Source: an optimization exercise on an open RTL-to-GDS flow (aim: small area and few clock cycles). Production flows keep margins and buffers that such runs may drop.
The RTL was checked by simulation tests, not by an equivalence proof against the original design.
The flow treats the clock pin as an ideal source. Dropping or thinning the clock tree relies on that and would not hold on a real chip.
No activity file was given, so power comes from the tool's default toggle rates.

## garnet
// tacws
module tacws (
    input  wire        clk,
    input  wire        rst,           
    input  wire        cmd_valid,
    output wire        cmd_ready,
    input  wire [47:0] cmd_word,
    output wire        rsp_valid,
    output wire [1:0]  rsp_status,
    output wire [15:0] rsp_data,
    output wire        bus_valid,
    output wire        bus_we,
    output wire [2:0]  bus_addr,
    output wire [15:0] bus_wdata,
    input  wire        bus_ready,
    input  wire [15:0] bus_rdata
);
For scale: ~260 cells after synthesis, roughly 110 I/O pins.
Settings: LEC_CHECK=0, CAP_MARGIN=0, CORE_MARGIN=2, CORE_UTILIZATION=40, PLACE_DENSITY=0.8, SLEW_MARGIN=0; clock period 6.0 ns.
standard.sh (not shown) runs the stock make flow with config.mk's settings and CLKGATE_MAP_FILE= SYNTH_SCRIPT=/design/flow/synth_recipe.tcl, a recipe that flattens the netlist after the stock synthesis.
==> flow/flow/run.sh <==
#!/bin/bash
# ORFS layout through the standard.sh, with these changes:
#  - the ABC mapping script (abc_map.script) maps for area: two rounds of
#    choice-based mapping after fraig/scorr/dc2, and none of ABC's
#    buffering or upsizing (the design has timing slack to spare);
#  - the port buffers are plain buf_1 cells;
set -u
W=$(pwd)
rm -rf "$W/scripts_copy"
cp -r "$FLOW_HOME/scripts" "$W/scripts_copy"
cp "$W/flow/abc_map.script" "$W/scripts_copy/abc_speed.script"
CTS="-sink_clustering_enable -repair_clock_nets -dont_use_dummy_load -buf_list sky130_fd_sc_hd__clkbuf_8"
export BUFFER_PORTS_ARGS="-buffer_cell sky130_fd_sc_hd__buf_1"
export CTS_ARGS="$CTS"
export POST_CTS_TCL="$W/flow/post_cts.tcl"
bash standard.sh "SCRIPTS_DIR=$W/scripts_copy" "CTS_ARGS=$CTS" "POST_CTS_TCL=$W/flow/post_cts.tcl" \
  "BUFFER_PORTS_ARGS=-buffer_cell sky130_fd_sc_hd__buf_1" finish > standard_flow.log 2>&1
==> flow/flow/abc_map.script <==
strash
&get -n
&fraig -x
&put
scorr
dc2
strash
&get -n
&dch -f
&nf -R 1000
&put
strash
&get -n
&dch -f
&nf -R 1000
&put
topo
stime -c
dnsize -c
==> flow/flow/post_cts.tcl <==
set block [ord::get_db_block]
set db [ord::get_db]
set clknet [$block findNet clk]
set roots {}
foreach it [$clknet getITerms] {
  set inst [$it getInst]
  if {[string match "sky130_fd_sc_hd__clkbuf*" [[$inst getMaster] getName]]} { lappend roots $inst }
}
if {[llength $roots] == 1} {
  set root [lindex $roots 0]
  set rootnet [[$root findITerm X] getNet]
  set leaves {}
  foreach it [$rootnet getITerms] {
    if {[$it getInst] ne $root} { lappend leaves $it }
  }
  if {[llength $leaves] <= 4} {
    foreach it $leaves {
      $it disconnect
      $it connect $clknet
    }
    odb::dbInst_destroy $root
    odb::dbNet_destroy $rootnet
    foreach it $leaves {
      [$it getInst] swapMaster [$db findMaster sky130_fd_sc_hd__buf_6]
    }
    puts "post_cts: removed the root clock buffer; clk drives [llength $leaves] buf_6 leaves"
  } else {
    puts "post_cts: root drives [llength $leaves] pins; tree kept"
  }
} else {
  puts "post_cts: [llength $roots] buffers on clk; tree kept"
}
The final layout from garnet, which completed every stage, passed the timing, design-rule and antenna checks at the end of the flow.
Testbench counts of garnet, summed over its fixed seeds: cycles 22,002.
## Diff of input files: yarrow against garnet
Settings: clearing PLACE_DENSITY, which used to be 0.8.
- Between garnet and yarrow, the portion of total power attributed to combinational logic is higher for garnet.
- Ratio of final minimum period to clock period in yarrow is 2.0 points lower than in garnet
- Reported for garnet and yarrow, multi-input combinational cell area turned out identical to the last digit.
- On total combinational power, garnet and yarrow are basically level.
- Clock network fraction of design power was higher in yarrow than in garnet.
- Of the two candidates, garnet has the worse pre-CTS setup slack and yarrow the better one.
- Lower worst slack on hold paths goes to garnet over yarrow.
- On overall power after layout, garnet and yarrow are neck and neck.
- Compared with garnet, global-route wire length before repair in yarrow decreased by a few percent.
The inputs of juniper differ from those of yarrow as listed below.
Settings: putting GPL_TIMING_DRIVEN at 0 where nothing was set.
--- a/flow/flow/run.sh
+++ b/flow/flow/run.sh
@@ -14,4 +14,6 @@
 export CTS_ARGS="$CTS"
 export POST_CTS_TCL="$W/flow/post_cts.tcl"
+export PRE_GLOBAL_PLACE_TCL="$W/flow/pre_gpl.tcl"
 bash standard.sh "SCRIPTS_DIR=$W/scripts_copy" "CTS_ARGS=$CTS" "POST_CTS_TCL=$W/flow/post_cts.tcl" \
+  "PRE_GLOBAL_PLACE_TCL=$W/flow/pre_gpl.tcl" \
   "BUFFER_PORTS_ARGS=-buffer_cell sky130_fd_sc_hd__buf_1" finish > standard_flow.log 2>&1
==> flow/flow/pre_gpl.tcl (new file) <==
# Runs before global placement (PRE_GLOBAL_PLACE_TCL). Global placement is
# not timing driven here, so the synthesis buffers that the timing-driven
# mode would remove are removed here instead.
remove_buffers
--- outcome ---
- In terms of core utilization, juniper and yarrow differ only marginally.
- [compare] base=yarrow new=juniper: relative area of non-clock buffer cells in the final design closely matched the old numbers; worst hold slack across all endpoints increased by 0.0037 ns relative to the old numbers; first-iteration DRC count increased by 49% relative to the old numbers; die area closely matched the old numbers; wire length of the first global-routing pass increased by 3.0% relative to the old numbers.
- Per-cell routed wire length ended up about 2.3% higher on juniper than on yarrow.

separate check: timing with driven ports:
The results above use ideal ports. As a check the final layouts listed here were re-extracted and re-timed, cells and wires unchanged.
Step 1: set_driving_cell puts a clkbuf_16 on clk and a buf_2 on each other input, an assumption about the parent block.
Step 2, shift: input delay + t, output delay - t, t = (earliest + latest rising clock arrival at the registers) / 2. This alone moves slack from input paths to output paths.
Three values: ideal ports, drivers, drivers and shift; two values: the first two.
run	shift t [ns]	setup WS [ns]	latest minus earliest clock arrival (ns)
garnet	0.168	3.051 / 3.085 / 2.917	0.011 / 0.012
yarrow	0.170	3.169 / 3.203 / 3.033	0.018 / 0.018
juniper	0.170	2.578 / 2.582 / 2.442	0.025 / 0.025
After both steps setup and hold are still met in every run listed.
